Background: an optimization exercise with open tools, aiming at small area, a short achievable clock period and few clock cycles. Do not read the settings as production practice. Only simulation tests tie the RTL to the original design; equivalence was not proved. No activity file was given, so power comes from the tool's default toggle rates.

## flow/config.mk

```make
export PLATFORM = sky130hd
export DESIGN_NAME = lt_core
export DESIGN_NICKNAME = lt_core
export VERILOG_FILES = /design/flow/design.v
export SDC_FILE = /design/flow/constraint.sdc
export NUM_CORES = 4
export LEC_CHECK = 0
export CAP_MARGIN = 20
export CORE_MARGIN = 2
export CORE_UTILIZATION = 40
export SLEW_MARGIN = 20
```

## flow/design.v

```verilog
module lt_core (
    input  wire         clk,
    input  wire         rst,           
    input  wire [31:0]  cal_scale,     
    input  wire [47:0]  cal_offset,    
    input  wire         cmd_valid,
    output wire         cmd_ready,
    input  wire [3:0]   cmd_op,        
    input  wire [7:0]   cmd_len,       
    input  wire [63:0]  cmd_now,       
    input  wire         dat_valid,
    output wire         dat_ready,
    input  wire [7:0]   dat_byte,
    output wire         res_valid,
    input  wire         res_ready,
    output wire [2:0]   res_tag,       
    output wire [2:0]   res_kind,      
    output wire [7:0]   res_addr,
    output wire [7:0]   res_cmd,
    output wire [7:0]   res_len,
    output wire [7:0]   res_chk,
    output wire [127:0] res_payload,   
    output wire [63:0]  res_value,
    output wire [15:0]  res_raw,
    output wire [7:0]   res_status,
    output wire [63:0]  res_seq,
    output wire [63:0]  res_info0,
    output wire [63:0]  res_info1
);
    localparam [7:0] START_MARKER = 8'h02;
    localparam [7:0] CHANNEL_ADDR = 8'h01;
    localparam [7:0] CMD_RAW_REQ  = 8'h01;
    localparam [7:0] CMD_RAW_RESP = 8'h81;
    localparam [7:0] CMD_SOSM3    = 8'h03;
    localparam [7:0] MAX_PAYLOAD  = 8'd16;
    localparam [7:0] HEADER_LEN   = 8'd4;
    localparam [7:0] SOSM3_LEN    = 8'd3;       
    localparam [8:0] BUF_CAP      = 9'd128;
    localparam [7:0] FAULT_MASK   = 8'hFB;
    localparam [63:0] REQ_TIMEOUT = 64'd1000;
    localparam [3:0] OP_FEED  = 4'd1;
    localparam [3:0] OP_RESET = 4'd2;
    localparam [3:0] OP_SEND  = 4'd3;
    localparam [3:0] OP_POLL  = 4'd4;
    localparam [2:0] TAG_TELEGRAM = 3'd1;
    localparam [2:0] TAG_MEAS     = 3'd2;
    localparam [2:0] TAG_RESP     = 3'd3;
    localparam [2:0] TAG_ERR      = 3'd4;
    localparam [2:0] TAG_WARN     = 3'd5;
    localparam [2:0] TAG_TX       = 3'd6;
    localparam [2:0] E_CHECKSUM   = 3'd1;
    localparam [2:0] E_LENGTH     = 3'd2;
    localparam [2:0] E_OVERFLOW   = 3'd3;
    localparam [2:0] E_STATUS     = 3'd4;
    localparam [2:0] E_TIMEOUT    = 3'd5;
    localparam [2:0] E_INFLIGHT   = 3'd6;
    localparam [2:0] E_SEQGAP     = 3'd7;
    localparam [1:0] F_SEEK = 2'd0;
    localparam [1:0] F_ACC  = 2'd1;
    localparam [1:0] F_VAL  = 2'd2;
    localparam [2:0] S_IDLE   = 3'd0;
    localparam [2:0] S_APPEND = 3'd1;
    localparam [2:0] S_STEP   = 3'd2;
    localparam [2:0] S_VAL    = 3'd3;
    localparam [2:0] S_ROUTE  = 3'd4;
    localparam [2:0] S_DEC    = 3'd5;
    localparam [2:0] S_OUT    = 3'd6;
    reg [2:0] state;
    reg [2:0] ret_state;               
    reg [7:0] mem [0:127];
    reg [6:0] head;
    reg [7:0] fill;                    
    reg [7:0] remaining;               
    reg [7:0] skip;                    
    reg [1:0]  fstate;
    reg [4:0]  cand_total;             
    reg [15:0] resync_count;
    reg [63:0] stream_tseq;
    reg [63:0] last_tseq;
    reg [63:0] mseq;
    reg        cstate;                 
    reg [63:0] deadline;
    reg [4:0]   idx;
    reg [7:0]   sum;
    reg [7:0]   t_addr;
    reg [7:0]   t_cmd;
    reg [7:0]   t_len;
    reg [7:0]   t_chk;
    reg [127:0] t_payload;
    reg         r_valid;
    reg [2:0]   r_tag;
    reg [2:0]   r_kind;
    reg [63:0]  r_value;
    reg [15:0]  r_raw;
    reg [7:0]   r_status;
    reg [63:0]  r_seq;
    reg [63:0]  r_info0;
    reg [63:0]  r_info1;
    reg  [4:0] rd_off;
    wire [6:0] rd_addr = head + {2'b00, rd_off};
    wire [7:0] rd_byte = mem[rd_addr];
    always @(*) begin
        case (state)
            S_VAL:   rd_off = idx;
            S_STEP:  rd_off = (fstate == F_ACC) ? 5'd3 : 5'd0;
            default: rd_off = 5'd0;
        endcase
    end
    wire [8:0] feed_total    = {1'b0, fill} + {1'b0, cmd_len};
    wire       feed_overflow = feed_total > BUF_CAP;
    wire [7:0] feed_dropped  = feed_total[7:0] - BUF_CAP[7:0];
    wire [15:0] dec_raw    = {t_payload[7:0], t_payload[15:8]};
    wire [7:0]  dec_status = t_payload[23:16];
    wire signed [63:0] dec_prod  = $signed(dec_raw) * $signed(cal_scale);
    wire signed [63:0] dec_value = dec_prod + {{16{cal_offset[47]}}, cal_offset};
    wire        dec_fault  = (dec_status & FAULT_MASK) != 8'd0;
    wire resp_match = cstate && (t_addr == CHANNEL_ADDR) && (t_cmd == CMD_RAW_RESP) &&
                      (t_len == SOSM3_LEN);
    wire is_sosm3   = (t_cmd == CMD_SOSM3) && (t_addr == CHANNEL_ADDR) && (t_len == SOSM3_LEN);
    wire [63:0] next_tseq = stream_tseq + 64'd1;
    wire [63:0] next_mseq = mseq + 64'd1;
    wire [64:0] dl_sum = {1'b0, cmd_now} + {1'b0, REQ_TIMEOUT};
    wire [63:0] dl_sat = dl_sum[64] ? {64{1'b1}} : dl_sum[63:0];
    wire [7:0] len_byte = rd_byte;
    wire [4:0] len_total = len_byte[4:0] + 5'd5;    
    always @(posedge clk) begin
        if (rst) begin
            state        <= S_IDLE;
            ret_state    <= S_IDLE;
            head         <= 7'd0;
            fill         <= 8'd0;
            remaining    <= 8'd0;
            skip         <= 8'd0;
            fstate       <= F_SEEK;
            cand_total   <= 5'd0;
            resync_count <= 16'd0;
            stream_tseq  <= 64'd0;
            last_tseq    <= 64'd0;
            mseq         <= 64'd0;
            cstate       <= 1'b0;
            r_valid      <= 1'b0;
        end else begin
            case (state)
            S_IDLE: if (cmd_valid) begin
                case (cmd_op)
                OP_FEED: begin
                    remaining <= cmd_len;
                    if (feed_overflow) begin
                        if (feed_dropped <= fill) begin
                            head <= head + feed_dropped[6:0];
                            fill <= fill - feed_dropped;
                            skip <= 8'd0;
                        end else begin
                            head <= head + fill[6:0];
                            fill <= 8'd0;
                            skip <= feed_dropped - fill;
                        end
                        fstate     <= F_SEEK;
                        cand_total <= 5'd0;
                        r_tag   <= TAG_ERR;
                        r_kind  <= E_OVERFLOW;
                        r_info0 <= {56'd0, feed_dropped};
                        r_info1 <= 64'd0;
                        r_valid <= 1'b1;
                        ret_state <= S_APPEND;
                        state   <= S_OUT;
                    end else begin
                        skip  <= 8'd0;
                        state <= (cmd_len == 8'd0) ? S_IDLE : S_APPEND;
                    end
                end
                OP_RESET: begin
                    head         <= head + fill[6:0];
                    fill         <= 8'd0;
                    fstate       <= F_SEEK;
                    cand_total   <= 5'd0;
                    resync_count <= 16'd0;
                end
                OP_SEND: begin
                    if (cstate) begin
                        r_tag   <= TAG_ERR;
                        r_kind  <= E_INFLIGHT;
                        r_info0 <= 64'd0;
                        r_info1 <= 64'd0;
                    end else begin
                        deadline <= dl_sat;
                        cstate   <= 1'b1;
                        r_tag    <= TAG_TX;
                        r_kind   <= 3'd0;
                        r_info0  <= 64'd0;
                        r_info1  <= 64'd0;
                    end
                    r_valid   <= 1'b1;
                    ret_state <= S_IDLE;
                    state     <= S_OUT;
                end
                OP_POLL: begin
                    if (cstate && (cmd_now > deadline)) begin
                        cstate    <= 1'b0;
                        r_tag     <= TAG_ERR;
                        r_kind    <= E_TIMEOUT;
                        r_info0   <= 64'd0;
                        r_info1   <= 64'd0;
                        r_valid   <= 1'b1;
                        ret_state <= S_IDLE;
                        state     <= S_OUT;
                    end
                end
                default: ;   
                endcase
            end
            S_APPEND: if (dat_valid) begin
                if (skip != 8'd0) begin
                    skip <= skip - 8'd1;
                end else begin
                    mem[head + fill[6:0]] <= dat_byte;
                    fill <= fill + 8'd1;
                end
                remaining <= remaining - 8'd1;
                if (remaining == 8'd1)
                    state <= S_STEP;
            end
            S_STEP: begin
                case (fstate)
                F_ACC: begin
                    if (len_byte > MAX_PAYLOAD) begin
                        head         <= head + 7'd1;
                        fill         <= fill - 8'd1;
                        fstate       <= F_SEEK;
                        cand_total   <= 5'd0;
                        if (resync_count != 16'hFFFF)
                            resync_count <= resync_count + 16'd1;
                        r_tag     <= TAG_ERR;
                        r_kind    <= E_LENGTH;
                        r_info0   <= {56'd0, len_byte};
                        r_info1   <= 64'd0;
                        r_valid   <= 1'b1;
                        ret_state <= S_STEP;
                        state     <= S_OUT;
                    end else begin
                        cand_total <= len_total;
                        if (fill < {3'b000, len_total}) begin
                            state <= S_IDLE;                 
                        end else begin
                            fstate <= F_VAL;
                            idx    <= 5'd0;
                            sum    <= 8'd0;
                            state  <= S_VAL;
                        end
                    end
                end
                default: begin   
                    if (fill == 8'd0) begin
                        state <= S_IDLE;                     
                    end else if (rd_byte != START_MARKER) begin
                        head <= head + 7'd1;
                        fill <= fill - 8'd1;
                    end else if (fill < HEADER_LEN) begin
                        state <= S_IDLE;                     
                    end else begin
                        fstate <= F_ACC;
                    end
                end
                endcase
            end
            S_VAL: begin
                if (idx == cand_total - 5'd1) begin
                    fstate     <= F_SEEK;
                    cand_total <= 5'd0;
                    if (sum == rd_byte) begin
                        t_chk        <= rd_byte;
                        head         <= head + {2'b00, cand_total};
                        fill         <= fill - {3'b000, cand_total};
                        resync_count <= 16'd0;
                        state        <= S_ROUTE;
                    end else begin
                        head <= head + 7'd1;
                        fill <= fill - 8'd1;
                        if (resync_count != 16'hFFFF)
                            resync_count <= resync_count + 16'd1;
                        r_tag     <= TAG_ERR;
                        r_kind    <= E_CHECKSUM;
                        r_info0   <= {56'd0, sum};
                        r_info1   <= {56'd0, rd_byte};
                        r_valid   <= 1'b1;
                        ret_state <= S_STEP;
                        state     <= S_OUT;
                    end
                end else begin
                    sum <= sum + rd_byte;
                    case (idx)
                        5'd0: ;
                        5'd1: t_addr <= rd_byte;
                        5'd2: t_cmd  <= rd_byte;
                        5'd3: t_len  <= rd_byte;
                        default: t_payload[(idx - 5'd4) * 8 +: 8] <= rd_byte;
                    endcase
                    idx <= idx + 5'd1;
                end
            end
            S_ROUTE: begin
                if (resp_match) begin
                    mseq      <= next_mseq;
                    cstate    <= 1'b0;
                    r_tag     <= dec_fault ? TAG_ERR : TAG_RESP;
                    r_kind    <= dec_fault ? E_STATUS : 3'd0;
                    r_value   <= dec_value;
                    r_raw     <= dec_raw;
                    r_status  <= dec_status;
                    r_seq     <= next_mseq;
                    r_info0   <= 64'd0;
                    r_info1   <= 64'd0;
                    r_valid   <= 1'b1;
                    ret_state <= S_STEP;
                    state     <= S_OUT;
                end else if (is_sosm3) begin
                    stream_tseq <= next_tseq;
                    last_tseq   <= next_tseq;
                    if (next_tseq != last_tseq + 64'd1) begin
                        r_tag     <= TAG_WARN;
                        r_kind    <= E_SEQGAP;
                        r_info0   <= last_tseq;
                        r_info1   <= next_tseq;
                        r_valid   <= 1'b1;
                        ret_state <= S_DEC;
                        state     <= S_OUT;
                    end else begin
                        state <= S_DEC;
                    end
                end else begin
                    r_tag     <= TAG_TELEGRAM;
                    r_kind    <= 3'd0;
                    r_info0   <= 64'd0;
                    r_info1   <= 64'd0;
                    r_valid   <= 1'b1;
                    ret_state <= S_STEP;
                    state     <= S_OUT;
                end
            end
            S_DEC: begin
                mseq      <= next_mseq;
                r_tag     <= dec_fault ? TAG_ERR : TAG_MEAS;
                r_kind    <= dec_fault ? E_STATUS : 3'd0;
                r_value   <= dec_value;
                r_raw     <= dec_raw;
                r_status  <= dec_status;
                r_seq     <= next_mseq;
                r_info0   <= 64'd0;
                r_info1   <= 64'd0;
                r_valid   <= 1'b1;
                ret_state <= S_STEP;
                state     <= S_OUT;
            end
            S_OUT: if (res_ready) begin
                r_valid <= 1'b0;
                state   <= ret_state;
            end
            default: state <= S_IDLE;
            endcase
        end
    end
    assign cmd_ready   = (state == S_IDLE);
    assign dat_ready   = (state == S_APPEND);
    wire is_tx = (r_tag == TAG_TX);
    assign res_valid   = r_valid;
    assign res_tag     = r_tag;
    assign res_kind    = r_kind;
    assign res_addr    = t_addr;
    assign res_cmd     = t_cmd;
    assign res_len     = is_tx ? 8'd5 : t_len;
    assign res_chk     = t_chk;
    assign res_payload = is_tx ? {88'd0, 8'h04, 8'h00, CMD_RAW_REQ, CHANNEL_ADDR, START_MARKER}
                               : t_payload;
    assign res_value   = r_value;
    assign res_raw     = r_raw;
    assign res_status  = r_status;
    assign res_seq     = r_seq;
    assign res_info0   = r_info0;
    assign res_info1   = r_info1;
endmodule
```

## flow/run.sh

```bash
#!/bin/bash
# synth_recipe.tcl (not shown) runs the flow's synth.tcl, then flattens the netlist and writes it again
# the make line also repeats each setting of config.mk as NAME=value (left out here)
make -C /OpenROAD-flow-scripts/flow DESIGN_CONFIG=/design/flow/config.mk WORK_HOME=/design/flow/orfs CLKGATE_MAP_FILE= SYNTH_SCRIPT=/design/flow/synth_recipe.tcl finish
```

## flow/constraint.sdc

```tcl
create_clock -name core_clock -period 11.0 [get_ports {clk}]
set_input_delay 2.2000 -clock core_clock [delete_from_list [all_inputs] [get_ports {clk}]]
set_output_delay 2.2000 -clock core_clock [all_outputs]
set_load 0.01 [all_outputs]
```

==> summary.txt <==
Worst setup path
  – Worst setup SP type: primary input
  – CP max FO: 16
  – CP peak stage delay: 920 ps
  – Worst-path cell chain: clkdlybuf4s50_1 > nand2_1 > fa_1 > inv_1 > fa_1 > inv_1 > fa_1 > inv_1 > fa_1 > inv_1 > fa_1 > inv_1 > fa_1 > ha_1 > nand4_1 > nor3b_1 > nand4_1 > a2111oi_0 > buf_4 > o211ai_1 > a21oi_1 > o311ai_0 > a21o_1 > o311ai_0
  – Critical path buffers and inverters: 7
  – Crit path DAT: 9970 ps
  – Critical path's top delay family: adder cells
  – Slowest stage cell, crit path: clkdlybuf4s50_1
  – Critical path class: in -> reg
  – WP data required: 11610 ps
  – Critical Path End Type: register
  – R2R setup slack: 1660 ps
  – CP most frequent cell: fa_1

Floorplanning
  – I/O Pins: 618
  – Full die area: 223000 µm²
  – Core ar.: 218000 µm²
  – Starting Density: 40.3%
  – Die width: 472 µm
  – Die Ht: 472 µm
  – Site row count: 171

Detailed routing
  – Wire length per cell: 24.4 µm
  – Initial detailed-routing violation count: 5426
  – ANT nets after route: 0
  – Drt pass-1 iters: 6
  – DR vias/cell: 5.45
  – Vias: 55.5k
  – DRC Markers: 0
  – Total wire length: 249000 µm

Hold path
  – Worst Hold Class: reg -> reg

Clock tree
  – Clock latency on the worst-skew pair: 850 ps
  – Hold buffers post-CTS: 0
  – Clock buffer depth: 3
  – Post-CTS setup buffers: 0
  – CTS Buf Count: 164
  – CTS tree: done
  – Htree depth: 4
  – Reg clk slew, reported paths: 60 ps
  – Root buffer cell: clkbuf_16
  – Number of clock sinks: 1529
  – Post-CTS sizing: 0

Pwr
  – Total power: 27.3 mW
  – Worst VDD drop: 0.468 mV
  – Leakage: 36.9 nW
  – Power per cell area: 270 nW/µm²

STA
  – Clk_skew: 74.3 ps
  – Slew HR: 22.0%
  – Fmax: 0.107 GHz
  – Post-route clock period utilization: 85.1%
  – Fin crit period: 9360 ps
  – WHS: 482 ps
  – Measured slew at the worst slew-check pin: 1160 ps
  – Final hold vios: 0
  – Final TNS setup: 0 ps
  – Setup ws final: 1640 ps
  – Unrepaired setup endpoints after global routing: false
  – Count of final setup violators: 0
  – Slew Viols, Final: 0

Synthesis
  – Sequential fraction of the synthesis area: 51.1%
  – Syn_area_per_cell: 13.1 µm²
  – Total number of yosys warnings: 1
  – FF+latch count, synth: 1529
  – Gate Count Post-Synth: 6720
  – Yosys cell types: 99
  – Number of flops mapped to enable cells by yosys: 1420
  – Async SR Flop Fraction: 0%
  – Synth Flop Type: edfxtp_1
  – Synth Cell Area: 87700 µm²

Placed design
  – DP Worst Slack: 936 ps
  – GPL Wtd Cong: 0.938
  – Dpl hpwl: 177000 µm
  – Dpl cell area: 95700 µm²
  – Dpl cells: 9876
  – Port Buffers: 505

Layout
  – Fin cells: 10.2k
  – Core Util, Final: 46.5%
  – Final layout net count: 8195
  – Synthesis-to-finish area growth: 15.3%
  – Layout cells sized above 1: 10.2%
  – Fillers: 19.2k
  – Finished layout cell area: 101000 µm²

Global routing
  – Largest net degree at the start of global routing: 96
  – First-pass GRT wire length: 372000 µm
  – Vias in the first global route: 56.2k
  – Antenna violations before repair: 14
  – Total gr overflow: 0
  – Gr usage total: 22.3%

Job
  – MaxCap Viol Count: 0

Run status
  – Outcome: complete, no violations
## layout by cell type, fill, tap and decap left out, types with 31 or more instances in the layout
master           synthesis  routed
edfxtp_1              1420    1420
inv_1                  664     664
nand2_1                578     578
fa_1                   548     546
clkdlybuf4s50_1          0     496
nor2_1                 438     432
and2_1                 336     336
mux4_2                 295     295
ha_1                   290     289
a21oi_1                253     253
clkbuf_16                0     164
xnor2_1                156     154
o21ai_0                153     152
nand3_1                135     130
buf_4                  147     124
xor2_1                 123     123
conb_1                   1     112
dfxtp_1                109     109
nand4_1                 73      73
a21o_1                  68      68
nor3_1                  66      63
and3_1                  55      55
nand2b_1                55      55
or3_1                   36      36
clkinv_2                 0      33
clkinv_1                 1      31
## area by class of cell
class                      instances  area [µm²]  area share (%)
clock inverter                   107        1200            1.18
antenna                            7        17.5          0.0173
tap                             2854        3570            3.53
inverter                         667        2500            2.48
sequential                      1529       44800            44.3
timing repair buffer             629        6080            6.02
multi-input combinational       4197       38700            38.3
clock buffer                     192        4230            4.18
## cells in the mapped netlist (16+ instances only)
master	number	share of area (%)
mux2_2	17	0.22
nor3_1	66	0.38
a31oi_1	28	0.20
a22oi_1	18	0.15
nand2_1	578	2.5
a21o_1	68	0.58
clkbuf_1	235	1.0
xnor2_1	156	1.6
o21ai_0	153	0.87
o21bai_1	19	0.16
and3_1	55	0.39
nand4_1	73	0.52
xor2_1	123	1.2
nor2b_1	30	0.21
or3_1	36	0.26
buf_4	147	1.3
nor2_1	438	1.9
inv_1	664	2.8
mux4_2	295	7.6
fa_1	548	13
a211oi_1	20	0.17
a21oi_1	253	1.4
o221ai_1	17	0.17
edfxtp_1	1420	49
ha_1	290	4.1
nand3_1	135	0.77
o2111ai_1	16	0.16
buf_2	32	0.18
and2_1	336	2.4
dfxtp_1	109	2.5
nand2b_1	55	0.39
nor4_1	27	0.19
o21a_1	18	0.15
## report_power, final
group,internal (mW),total (mW),switching [mW]
combinational,5.45,14.6,9.18
clock,3.14,5.58,2.43
sequential,6.98,7.12,0.142
## worst paths after layout
check / startpoint / cells past startpoint / endpoint
min: mseq[1]$_SDFFE_PP0P_ / 2 / mseq[1]$_SDFFE_PP0P_
max: cal_scale[10] / 24 / r_value[42]$_DFFE_PP_
min reg2reg: mseq[1]$_SDFFE_PP0P_ / 2 / mseq[1]$_SDFFE_PP0P_
max reg2reg: state[2]$_SDFFE_PP0P_ / 22 / head[4]$_SDFFE_PP0P_
## logic make-up after synthesis
group | share of synthesized area, %
AOI/OAI and AO/OA | 5.55
adders and majority gates | 16.6
DFF | 51.1
muxes | 7.99
buffers and inverters | 5.53
and+or+nand+nor | 10.4
other | 0.00427
xor gates and xnor gates | 2.78
## worst register-to-register path, stage by stage, from the launching register on
cell       delay (ps)
dfxtp_1           500
inv_1             270
ha_1              570
clkinv_1          580
nor3_1            450
ha_1              400
and3_1            280
o21a_1            480
o311ai_4          600
buf_4             440
and2_1            530
a32oi_1           460
mux2i_4           390
inv_1             270
ha_1              360
or4_1             470
nor4_1            500
nor2b_1           270
nand3_2           140
a31oi_2           420
nor2_1            210
a2111oi_0         450
o32ai_1           160
## registers in the layout, indices dropped and copies added, names as in the netlist, 16 cells and up
signal / flops
r_seq: 64
mem: 1024
r_raw: 16
t_payload: 128
mseq: 64
deadline: 64
r_value: 49
## routing by layer
layer	track usage, %	wire length [µm]	vias to the layer above
met2	35.7	118000	2082
li1	-	-	24500
met5	0	279	-
met3	4.03	18400	362
met1	30.8	105000	28500
met4	6.63	7250	14
Testbench counts, summed over its fixed seeds: cycles 56,584.

re-timing with driven ports:
How much do the figures lean on ideal ports? The routed layout below was timed once more, with nothing changed but the port constraints.
Step 1 assumes that a clkbuf_16 drives the clock port and a buf_2 every other input.
Step 2 also shifts input and output timing later by t, the mid clock arrival at the registers, as if the neighbouring blocks saw the same clock.
Slacks: ideal / step 1 / step 2; pairs: ideal / step 1.
t, ns: 0.895
slack for setup (ns): 1.641 / 1.655 / 0.799
clock arrival spread, ns: 0.075 / 0.075
cell pins on the clock port's net: 1
After both steps setup and hold are still met in this run. For this run, drivers alone change the setup slack by +0.014 ns; drivers and shift together by -0.842 ns.
